This design comes from an exercise in tuning for a short achievable clock period and few clock cycles per item on the open sky130 flow, not from production work. At most, simulation tests tie the RTL to the original design; equivalence was not proved. Power and IR drop assume default switching activity.

==> job 2305 <==
Design lc3_core, start of the top module:
module lc3_core (
    input  wire        clk,
    input  wire        reset,         
    output wire        mem_req,
    output wire        mem_we,
    output wire [15:0] mem_addr,
    output wire [15:0] mem_wdata,
    input  wire [15:0] mem_rdata,
    input  wire        mem_ready,
    input  wire        kbd_avail,
    input  wire [7:0]  kbd_char,
    output wire        kbd_take,
    output wire        disp_emit,
    output wire [7:0]  disp_char,
    output wire        halted,
    output wire        double_fault
);
==> flow/config.mk <==
export PLATFORM = sky130hd
export DESIGN_NAME = lc3_core
export DESIGN_NICKNAME = lc3_core
export VERILOG_FILES = /design/flow/design.v
export SDC_FILE = /design/flow/constraint.sdc
export NUM_CORES = 4
export LEC_CHECK = 0
export CAP_MARGIN = 20
export CORE_MARGIN = 2
export CORE_UTILIZATION = 30
export SLEW_MARGIN = 20
==> flow/constraint.sdc <==
create_clock -name core_clock -period 8.0 [get_ports {clk}]
set_input_delay 1.6000 -clock core_clock [delete_from_list [all_inputs] [get_ports {clk}]]
set_output_delay 1.6000 -clock core_clock [all_outputs]
set_load 0.01 [all_outputs]
run.sh (not shown) runs the stock make flow with config.mk's settings and CLKGATE_MAP_FILE= SYNTH_SCRIPT=/design/flow/synth_recipe.tcl, a recipe that flattens the netlist after the stock synthesis.
==> job 5745: changes against job 2305 <==
Settings changed: ABC_CLOCK_PERIOD_IN_PS set to 3000, SETUP_SLACK_MARGIN set to 4.5.
==> qor summary <==
quantity                                                                        job 2305                 job 5745
Number of multi-input combinational cells                                           2665                     2685
Layout clock buffer count                                                             65                       67
Clock group share of total power                                                   0.156                    0.128
Status                                                           complete, no violations  complete, no violations
Worst R2R Path Depth                                                                  19                       21
DPL Wire Length                                                                 120.7 mm                 119.1 mm
Maximum clock skew at final layout                                            0.03509 ns               0.03901 ns
Sequential logic power                                                           3.56 mW                  3.58 mW
Leakage power of the design                                                     12.89 nW                 15.31 nW
Routability-driven placement congestion ratio                                      1.046                    1.044
Post-route fraction of the period consumed by the critical path                   0.8880                   0.7079
Antenna violations before repair                                                      18                        6
Layout buffer count excluding clock buffers                                          242                      507
M1 WL                                                                           61.99 mm                 63.22 mm
Number of gates resized after CTS                                                      0                      456
Sequential share of power                                                          0.219                    0.174
Vias per std cell                                                                  6.258                    6.310
Post-layout minimum cycle time                                                  7.104 ns                 5.664 ns
Power in combinational cells                                                     10.2 mW                  14.4 mW
Function was not checked in any run of this note: the RTL went through the layout flow alone.

* * *

==> job 3999: inputs <==
Another version of the RTL of lc3_core (not shown whole).
// lc3_core
module lc3_core (
    input  wire        clk,
    input  wire        reset,         
    output wire        mem_req,
    output wire        mem_we,
    output wire [15:0] mem_addr,
    output wire [15:0] mem_wdata,
    input  wire [15:0] mem_rdata,
    input  wire        mem_ready,
    input  wire        kbd_avail,
    input  wire [7:0]  kbd_char,
    output wire        kbd_take,
    output wire        disp_emit,
    output wire [7:0]  disp_char,
    output wire        halted,
    output wire        double_fault
);
==> flow/config.mk <==
export PLATFORM = sky130hd
export DESIGN_NAME = lc3_core
export DESIGN_NICKNAME = lc3_core
export VERILOG_FILES = /design/flow/design.v
export SDC_FILE = /design/flow/constraint.sdc
export NUM_CORES = 4
export LEC_CHECK = 0
export ABC_CLOCK_PERIOD_IN_PS = 2000
export CAP_MARGIN = 20
export CORE_MARGIN = 2
export CORE_UTILIZATION = 45
export SETUP_SLACK_MARGIN = 4.8
export SLEW_MARGIN = 20
==> flow/constraint.sdc <==
create_clock -name core_clock -period 8.0 [get_ports {clk}]
set_input_delay 1.6000 -clock core_clock [delete_from_list [all_inputs] [get_ports {clk}]]
set_output_delay 1.6000 -clock core_clock [all_outputs]
set_load 0.01 [all_outputs]
standard.sh (not shown) runs the stock make flow with config.mk's settings and CLKGATE_MAP_FILE= SYNTH_SCRIPT=/design/flow/synth_recipe.tcl, a recipe that flattens the netlist after the stock synthesis.
==> flow/flow/run.sh <==
#!/bin/bash
set -euo pipefail
export BUFFER_PORTS_ARGS="-buffer_cell sky130_fd_sc_hd__buf_4"
bash standard.sh MATCH_CELL_FOOTPRINT=0 finish > standard.log 2>&1
==> job 6236: changes against job 3999 <==
--- a/flow/design.v
+++ b/flow/design.v
@@ -73,16 +73,25 @@
                d_jmp, d_rti, d_trap, d_halt, d_mem, d_st, d_pcrel_mem;
     reg [15:0] fpc;           
     reg [2:0]  ld_dr;
     reg [NM-1:0] dv_mode;     
     reg        dv_we;
     reg [15:0] ssp_m1;        
     reg        ssp_m1_dev;
     reg        ssp_lt2;
+    reg [15:0] ssp_m2;        
+    reg [15:0] r6m1;          
+    reg        r6_wr_q;       
+    reg [15:0] pop2a;         
+    reg [3:0]  pop2a_dk;
+    reg [15:0] popr6;         
+    reg [15:0] pop_base;      
+    reg [15:0] push2a;        
+    reg [3:0]  push2a_dk;
     reg [15:0] d_off;         
     reg        ent_int;
     reg [8:0]  ent_vec;
     reg [15:0] ent_ret;
     reg        a_v;
     reg        a_req;
     reg        a_we;
     reg [15:0] a_addr;
@@ -252,19 +261,22 @@
     wire jmp_like = d_jmp | d_jsrr;
     wire redir_early = jmp_like | (d_jsr & ~ir_pt);
     wire redir    = e_go & (redir_early | (d_br & (br_taken ^ ir_pt)));
     wire [15:0] rt = jmp_like ? sr1v : ((d_br & ~br_taken) ? ir_npc : pcoff);
     wire        r6_dec_dev = (r6[15:3] == 13'h1FC0) && r6[0];
     wire        r6_inc_dev = (r6[15:3] == 13'h1FBF && r6[2:0] == 3'b111) ||
                              (r6[15:3] == 13'h1FC0 && r6[0] && r6[2:1] != 2'b11);
     wire        es_df   = priv ? ssp_lt2 : (r6[15:1] == 15'd0);
-    wire [15:0] es_addr = priv ? ssp_m1 : r6_dec;
+    wire [15:0] es_addr = priv ? ssp_m1 : r6m1;
+    wire [15:0] es_addr2 = priv ? ssp_m2 : kadd(r6, 16'hFFFE);
     wire        es_dev  = priv ? ssp_m1_dev : r6_dec_dev;
-    wire        start_ent = int_take | (e_go & e_exc) | mode[B_ENTRY];
+    wire        ent_direct = int_take | (e_go & e_exc);
+    wire        ent_defer  = ent_direct & ~priv & r6_wr_q;
+    wire        start_ent  = (ent_direct & ~ent_defer) | mode[B_ENTRY];
     reg        bt_hit;
     reg [15:0] bt_out;
     reg [3:0]  bt_odk;
     integer k;
     always @(*) begin
         bt_hit = 1'b0; bt_out = 16'd0; bt_odk = 4'd0;
         for (k = 0; k < NB; k = k + 1)
             if (bt_v[k] && bt_tag[k] == a_addr) begin
@@ -274,74 +286,81 @@
     wire [15:0] a_inc     = kadd(a_addr, 16'd1);
     wire        a_inc_dev = (a_addr[15:3] == 13'h1FBF && a_addr[2:0] == 3'b111) ||
                             (a_addr[15:3] == 13'h1FC0 && a_addr[0] == 1'b1 && a_addr[2:1] != 2'b11);
     wire        sp_ok  = a_v & ~a_dev & (a_addr[15:11] != 5'h00) & (a_addr[15:11] != 5'h1F);
     wire        sp_br  = (mem_rdata[15:12] == 4'b0000) &&
                          ((mem_rdata[11:9] == 3'b111) || (mem_rdata[8] && mem_rdata[11:9] != 3'b000));
     wire        sp_jsr = (mem_rdata[15:12] == 4'b0100) && mem_rdata[11];
     wire        sp_take = sp_ok & (sp_br | sp_jsr);
-    wire [15:0] sp_lo9  = kadd({7'd0, a_inc[8:0]},  {7'd0, mem_rdata[8:0]});
-    wire [15:0] sp_lo11 = kadd({5'd0, a_inc[10:0]}, {5'd0, mem_rdata[10:0]});
-    wire [15:0] sp_hi9p = kadd({9'd0, a_inc[15:9]}, 16'd1);
-    wire [15:0] sp_hi9m = kadd({9'd0, a_inc[15:9]}, 16'hFFFF);
-    wire [15:0] sp_hi11p = kadd({11'd0, a_inc[15:11]}, 16'd1);
-    wire [15:0] sp_hi11m = kadd({11'd0, a_inc[15:11]}, 16'hFFFF);
-    wire [6:0]  sp_hi9  = mem_rdata[8] ? (sp_lo9[9] ? a_inc[15:9] : sp_hi9m[6:0])
-                                       : (sp_lo9[9] ? sp_hi9p[6:0] : a_inc[15:9]);
-    wire [4:0]  sp_hi11 = mem_rdata[10] ? (sp_lo11[11] ? a_inc[15:11] : sp_hi11m[4:0])
-                                        : (sp_lo11[11] ? sp_hi11p[4:0] : a_inc[15:11]);
+    wire [15:0] sp_c9   = kadd({6'd0, a_addr[8:0], 1'b1},  {6'd0, mem_rdata[8:0], 1'b1});
+    wire [15:0] sp_c11  = kadd({4'd0, a_addr[10:0], 1'b1}, {4'd0, mem_rdata[10:0], 1'b1});
+    wire [9:0]  sp_lo9  = sp_c9[10:1];
+    wire [11:0] sp_lo11 = sp_c11[12:1];
+    wire [15:0] sp_hi9p = kadd({9'd0, a_addr[15:9]}, 16'd1);
+    wire [15:0] sp_hi9m = kadd({9'd0, a_addr[15:9]}, 16'hFFFF);
+    wire [15:0] sp_hi11p = kadd({11'd0, a_addr[15:11]}, 16'd1);
+    wire [15:0] sp_hi11m = kadd({11'd0, a_addr[15:11]}, 16'hFFFF);
+    wire [6:0]  sp_hi9  = mem_rdata[8] ? (sp_lo9[9] ? a_addr[15:9] : sp_hi9m[6:0])
+                                       : (sp_lo9[9] ? sp_hi9p[6:0] : a_addr[15:9]);
+    wire [4:0]  sp_hi11 = mem_rdata[10] ? (sp_lo11[11] ? a_addr[15:11] : sp_hi11m[4:0])
+                                        : (sp_lo11[11] ? sp_hi11p[4:0] : a_addr[15:11]);
     wire [15:0] sp_tgt  = sp_jsr ? {sp_hi11, sp_lo11[10:0]} : {sp_hi9, sp_lo9[8:0]};
     wire        f_pt   = sp_take | bt_hit;
     wire [15:0] fa     = a_v ? (bt_hit ? bt_out : a_inc) : fpc;
-    wire [3:0]  fa_dk  = a_v ? (bt_hit ? bt_odk : dk(a_inc)) : dk(fpc);
+    wire [3:0]  ainc_dk = {a_addr == 16'hFE05, a_addr == 16'hFE03, a_addr == 16'hFE01, a_addr == 16'hFDFF};
+    wire [3:0]  fa_dk  = a_v ? (bt_hit ? bt_odk : ainc_dk) : dk(fpc);
     wire        fa_dev = |fa_dk;
     wire [3:0]  fpc_dk = dk(fpc);
     reg        s_v, s_we, cont, memop;
     reg [3:0]  s_dk;
     reg [15:0] s_addr, s_wdata;
     reg [NM-1:0] n_mode;
     reg        n_chk, n_ev, n_ir_v;
     reg [15:0] n_fpc;
     reg        rf_we;
     reg [2:0]  rf_wa;
     reg [15:0] rf_wd;
     reg        n_fl_set;
     reg [15:0] n_fl_val;
     reg [8:0]  ent_v;
     reg [15:0] ent_r;
+    reg        ent_cap, ent_i;
     always @(*) begin
         s_v = 1'b0; s_we = 1'b0; s_dk = 4'd0; cont = 1'b0; memop = 1'b0; s_addr = fpc; s_wdata = a_wdata;
         n_mode = mode; n_chk = chk_pend; n_ev = ev; n_ir_v = ir_v;
         n_fpc = fpc;
         rf_we = 1'b0; rf_wa = 3'd6; rf_wd = r6_inc;
         n_fl_set = 1'b0; n_fl_val = rdata;
-        ent_v = 9'h000; ent_r = ir_npc;
+        ent_v = 9'h000; ent_r = ir_npc; ent_cap = 1'b0; ent_i = 1'b0;
         case (1'b1)
             mode[B_RUN]: begin
                 n_chk = 1'b0;
                 n_ir_v = a_v;
                 if (e_go) n_ev = ir_ev;
                 if (int_take) begin
+                    ent_cap = 1'b1; ent_i = 1'b1;
                     ent_v = 9'h180;
                     ent_r = ir_v ? ir_pc : fpc;
                 end else if (e_go && e_exc) begin
+                    ent_cap = 1'b1;
                     ent_v = d_ill ? 9'h001 : d_rti ? 9'h000 : {1'b0, ir[7:0]};
                 end else if (e_go && e_halt) begin
                     n_mode = M_STOP;
                     n_ir_v = 1'b0;
                 end else if (e_go && e_rti) begin
                     n_ir_v = 1'b0;
                     s_v = 1'b1; s_addr = r6; s_dk = dk(r6);
                     n_mode = M_POP1;
                 end else if (e_go && e_mem) begin
                     memop = 1'b1;
                     n_fpc = fa;
                     s_v = ~ea_fault & ~ea_dev; s_addr = ea;
                     s_we = e_st; s_wdata = drv;
+                    ent_cap = 1'b1;       
                     if (ea_fault)
                         n_mode = M_ENTRY;
                     else if (ea_dev)
                         n_mode = M_DEV;
                     else if (op[3])
                         n_mode = op[0] ? M_PTRS : M_PTRL;
                     else
                         n_mode = op[0] ? M_ST : M_LD;
@@ -372,24 +391,28 @@
                     n_mode = M_INTW;
                 end else begin
                     n_mode = M_RUN;
                     n_chk = ev | acc_ev;
                     s_dk = fpc_dk;
                     s_v = ~(|fpc_dk) | (~ir_v & ~(ev | acc_ev));
                 end
             end
-            mode[B_PTRL], mode[B_PTRS]: if (done) begin
-                n_ev = ev | acc_ev;
-                if (rd_priv) begin
-                    n_mode = M_ENTRY;
-                end else begin
-                    s_v = 1'b1; s_addr = rdata; s_dk = rd_dk;
-                    s_we = mode[B_PTRS];
-                    n_mode = mode[B_PTRS] ? M_ST : M_LD;
+            mode[B_PTRL], mode[B_PTRS]: begin
+                ent_cap = 1'b1;           
+                ent_r = ir_v ? ir_pc : fpc;
+                if (done) begin
+                    n_ev = ev | acc_ev;
+                    if (rd_priv) begin
+                        n_mode = M_ENTRY;
+                    end else begin
+                        s_v = 1'b1; s_addr = rdata; s_dk = rd_dk;
+                        s_we = mode[B_PTRS];
+                        n_mode = mode[B_PTRS] ? M_ST : M_LD;
+                    end
                 end
             end
             mode[B_ST]: if (done) begin
                 n_mode = M_RUN;
                 n_chk = ev | acc_ev;
                 if (ir_v && a_addr == ir_pc) begin
                     n_ir_v = 1'b0;
                     n_fpc = ir_pc;
@@ -400,35 +423,36 @@
                     s_dk = fpc_dk;
                     s_v = ~(|fpc_dk) | (~ir_v & ~(ev | acc_ev));
                 end
             end
             mode[B_POP1]: if (done) begin
                 n_ev = ev | acc_ev;
                 n_fpc = rdata;
                 rf_we = 1'b1;
-                s_v = 1'b1; s_addr = r6_inc; s_dk = dk(r6_inc);
+                rf_wd = pop2a;
+                s_v = 1'b1; s_addr = pop2a; s_dk = pop2a_dk;
                 n_mode = M_POP2;
             end
             mode[B_POP2]: if (done) begin
                 rf_we = 1'b1;
-                rf_wd = rdata[15] ? saved_usp : (r6_inc);
+                rf_wd = rdata[15] ? saved_usp : popr6;
                 if (take_r) begin
                     n_mode = M_INTW;
                 end else begin
                     n_mode = M_RUN;
                     n_chk = 1'b1;
                     s_dk = fpc_dk;
                     s_v = ~(|fpc_dk);
                 end
             end
             mode[B_PUSH1]: if (done) begin
                 n_ev = ev | acc_ev;
-                rf_we = 1'b1; rf_wd = r6_dec;
-                s_v = 1'b1; s_we = 1'b1; s_addr = r6_dec; s_dk = dk(r6_dec);
+                rf_we = 1'b1; rf_wd = push2a;
+                s_v = 1'b1; s_we = 1'b1; s_addr = push2a; s_dk = push2a_dk;
                 s_wdata = ent_ret;
                 n_mode = M_PUSH2;
             end
             mode[B_PUSH2]: if (done) begin
                 n_ev = ev | acc_ev;
                 s_v = 1'b1; s_addr = {7'd0, ent_vec};
                 n_mode = M_VEC;
             end
@@ -436,59 +460,67 @@
                 n_fpc = rdata;
                 n_mode = M_RUN;
                 n_chk = ~ent_int & ev;
                 s_addr = rdata; s_dk = rd_dk;
                 s_v = ~rd_dev | ent_int | ~ev;
             end
             mode[B_ENTRY]: begin
                 n_ir_v = 1'b0;
-                ent_r = ir_v ? ir_pc : fpc;
             end
             mode[B_DEV]: begin
                 s_v = 1'b1; s_addr = a_addr; s_dk = dk(a_addr);
                 s_we = dv_we;
                 n_mode = dv_mode;
             end
             mode[B_INTW]: begin
                 n_mode = M_RUN;
                 n_chk = 1'b1;
                 s_dk = fpc_dk;
                 s_v = ~(|fpc_dk);
             end
             default: ;    
         endcase
+        if (ent_defer) begin
+            n_ir_v = 1'b0;
+            s_v = 1'b0;
+            n_mode = M_ENTRY;
+        end
         if (start_ent) begin
             n_ir_v = 1'b0;
             if (es_df) begin
                 n_mode = M_STOP;
                 s_v = 1'b0;
             end else begin
                 rf_we = 1'b1; rf_wa = 3'd6; rf_wd = es_addr;
                 s_v = ~es_dev; s_we = 1'b1; s_addr = es_addr; s_dk = 4'd0;
                 n_mode = es_dev ? M_DEV : M_PUSH1;
                 s_wdata = psr_word;
             end
         end
     end
+    wire r6_we  = (alu_we & d_dr[6]) | (rf_we & (rf_wa == 3'd6));
     wire sp_sel = cont & sp_take;
     integer i;
     always @(posedge clk) begin
         avail_q <= kbd_avail;
         if (reset) begin
             for (i = 0; i < 8; i = i + 1)
                 regs[i] <= 16'd0;
             priv      <= 1'b1;
             prio      <= 3'd0;
             nzp_x     <= 3'b010;
             fl_lazy   <= 1'b0;
             saved_ssp <= SSP_INIT;
             ssp_m1    <= SSP_INIT - 16'd1;
             ssp_m1_dev <= 1'b0;
             ssp_lt2   <= 1'b0;
+            ssp_m2    <= SSP_INIT - 16'd2;
+            r6m1      <= 16'hFFFF;
+            r6_wr_q   <= 1'b0;
             saved_usp <= USP_INIT;
             halted_r  <= 1'b0;
             df_r      <= 1'b0;
             ie        <= 1'b0;
             mode      <= M_RUN;
             chk_pend  <= 1'b0;
             ev        <= 1'b0;
             ir_v      <= 1'b0;
@@ -574,20 +606,32 @@
                 bt_tgt[bt_rr] <= bi_tgt;
                 bt_dk[bt_rr]  <= bi_dk;
                 bt_rr         <= bt_rr + 2'd1;
             end
             if (done && a_we)
                 for (i = 0; i < NB; i = i + 1)
                     if (bt_tag[i] == a_addr)
                         bt_v[i] <= 1'b0;
-            if (start_ent) begin
-                ent_int <= int_take;
+            if (ent_cap) begin
+                ent_int <= ent_i;
                 ent_vec <= ent_v;
                 ent_ret <= ent_r;
+            end
+            r6m1    <= r6_dec;
+            r6_wr_q <= r6_we;
+            if (run) begin
+                pop_base <= r6;
+                pop2a    <= r6_inc;
+                pop2a_dk <= dk(r6_inc);
+                popr6    <= kadd(r6, 16'd2);
+            end
+            if (start_ent) begin
+                push2a    <= es_addr2;
+                push2a_dk <= dk(es_addr2);
                 if (es_df) begin
                     df_r <= 1'b1;
                 end else begin
                     if (priv)
                         saved_usp <= r6;
                     priv <= 1'b0;
                 end
             end
@@ -595,21 +639,23 @@
                 halted_r <= 1'b1;
             if (mode[B_PUSH2] && done && ent_int)
                 prio <= 3'd4;
             if (mode[B_POP2] && done) begin
                 priv    <= rdata[15];
                 prio    <= rdata[10:8];
                 nzp_x   <= rdata[2:0];
                 fl_lazy <= 1'b0;
-                if (rdata[15])
-                    saved_ssp <= r6_inc;
-                    ssp_m1    <= r6;
-                    ssp_m1_dev <= isdev(r6);
-                    ssp_lt2   <= (r6 == 16'hFFFF) || (r6 == 16'h0000);
+                if (rdata[15]) begin
+                    saved_ssp  <= popr6;
+                    ssp_m1     <= pop2a;
+                    ssp_m2     <= pop_base;
+                    ssp_m1_dev <= |pop2a_dk;
+                    ssp_lt2    <= (popr6[15:1] == 15'd0);
+                end
             end
             a_v     <= sp_sel | s_v;
             a_req   <= sp_sel | (s_v & ~(|s_dk));
             a_we    <= s_we;
             a_addr  <= sp_sel ? sp_tgt : s_addr;
             a_wdata <= s_wdata;
             a_kbsr  <= ~sp_sel & s_v & s_dk[0];
             a_kbdr  <= ~sp_sel & s_v & s_dk[1];
Settings changed: ABC_AREA set to 1, CORE_UTILIZATION 45 to 40.
==> key figures <==
Setup path
  • Top delay family on crit path: simple AND/OR/NAND/NOR gates
  • Crit-path max cell delay: 450 ps
  • Worst r2r src: d_s1[4]$_SDFFCE_PN0P_

Logic synthesis
  • Post-synth EDFFs: just over 400
  • Top-count cell post-synth: nand2_1

Worst hold path
  • Hold Startpoint: ssp_m1[4]$_SDFFE_PP1P_

Global route
  • Tot GR Track Use: 0.4462

Route
  • WL final: about 270,000 um
  • Initial DRC Count: roughly 8,400

Clocking
  • Post-CTS setup repair buffer count: ~370
  • Sink Count: around 680

Outcome
  • Status: timing/DRC/antenna clean

Timing
  • Worst relative slew slack: 0.2481
(the above is from job 6236)
==> key figures <==
Outcome
  • Status: timing/DRC/antenna clean

Route
  • Initial DRC Count: 9,063
  • WL final: about 240,000 um

Worst hold path
  • Hold Startpoint: ssp_m1_dev$_SDFFE_PP0P_

Setup path
  • Crit-path max cell delay: 470 ps
  • Worst r2r src: d_s2[3]$_SDFFCE_PP0P_
  • Top delay family on crit path: compound AO/OA/AOI/OAI gates

Clocking
  • Post-CTS setup repair buffer count: about 380
  • Sink Count: around 580

Cells and area
  • Share of layout cells above drive strength 1: 0.3525

Global route
  • Tot GR Track Use: 0.5107

Logic synthesis
  • Post-synth EDFFs: 337

Timing
  • Worst relative slew slack: 0.2088
(the above is from job 3999)
Testbench counts of job 3999, summed over its fixed seeds: cycles 127,560, programs 64.
Testbench counts of job 6236, summed over its fixed seeds: cycles 127,627, programs 64.

==> port drivers added, routing unchanged <==
The flow's constraints put no driver on any port. The routed layouts listed below were extracted and timed again, unchanged, in two steps. Step 1, drivers: a clkbuf_16 drives clk and a buf_2 each remaining input, both assumed. Step 2 moves the port delays by t, midway between the first and last clock arrival at a register: inputs arrive t later, outputs are due t later. That takes back most of the time a late clock gives input paths. Three values: ideal, step 1, step 2; two values: the first two.
run | t (ns) | setup slack, ns | hold WS [ns] | clock arrival spread, ns | worst register clock-pin slew, ns
job 2305 | 0.703 | 0.896 / 0.896 / 0.896 | 0.461 / 0.461 / 0.461 | 0.035 / 0.035 | 0.07 / 0.07
job 5745 | 0.712 | 2.336 / 2.336 / 1.765 | 0.458 / 0.458 / 0.458 | 0.039 / 0.039 | 0.07 / 0.07
job 3999 | 0.745 | 4.089 / 4.089 / 3.578 | 0.452 / 0.452 / 0.452 | 0.054 / 0.054 | 0.08 / 0.08
job 6236 | 0.750 | 4.339 / 4.339 / 3.769 | 0.454 / 0.454 / 0.454 | 0.044 / 0.044 | 0.07 / 0.07
After both steps every run listed still meets setup and hold. The setup slack of job 5745, which loses most, moves by 0.000 ns with the drivers and by -0.571 ns with both steps.
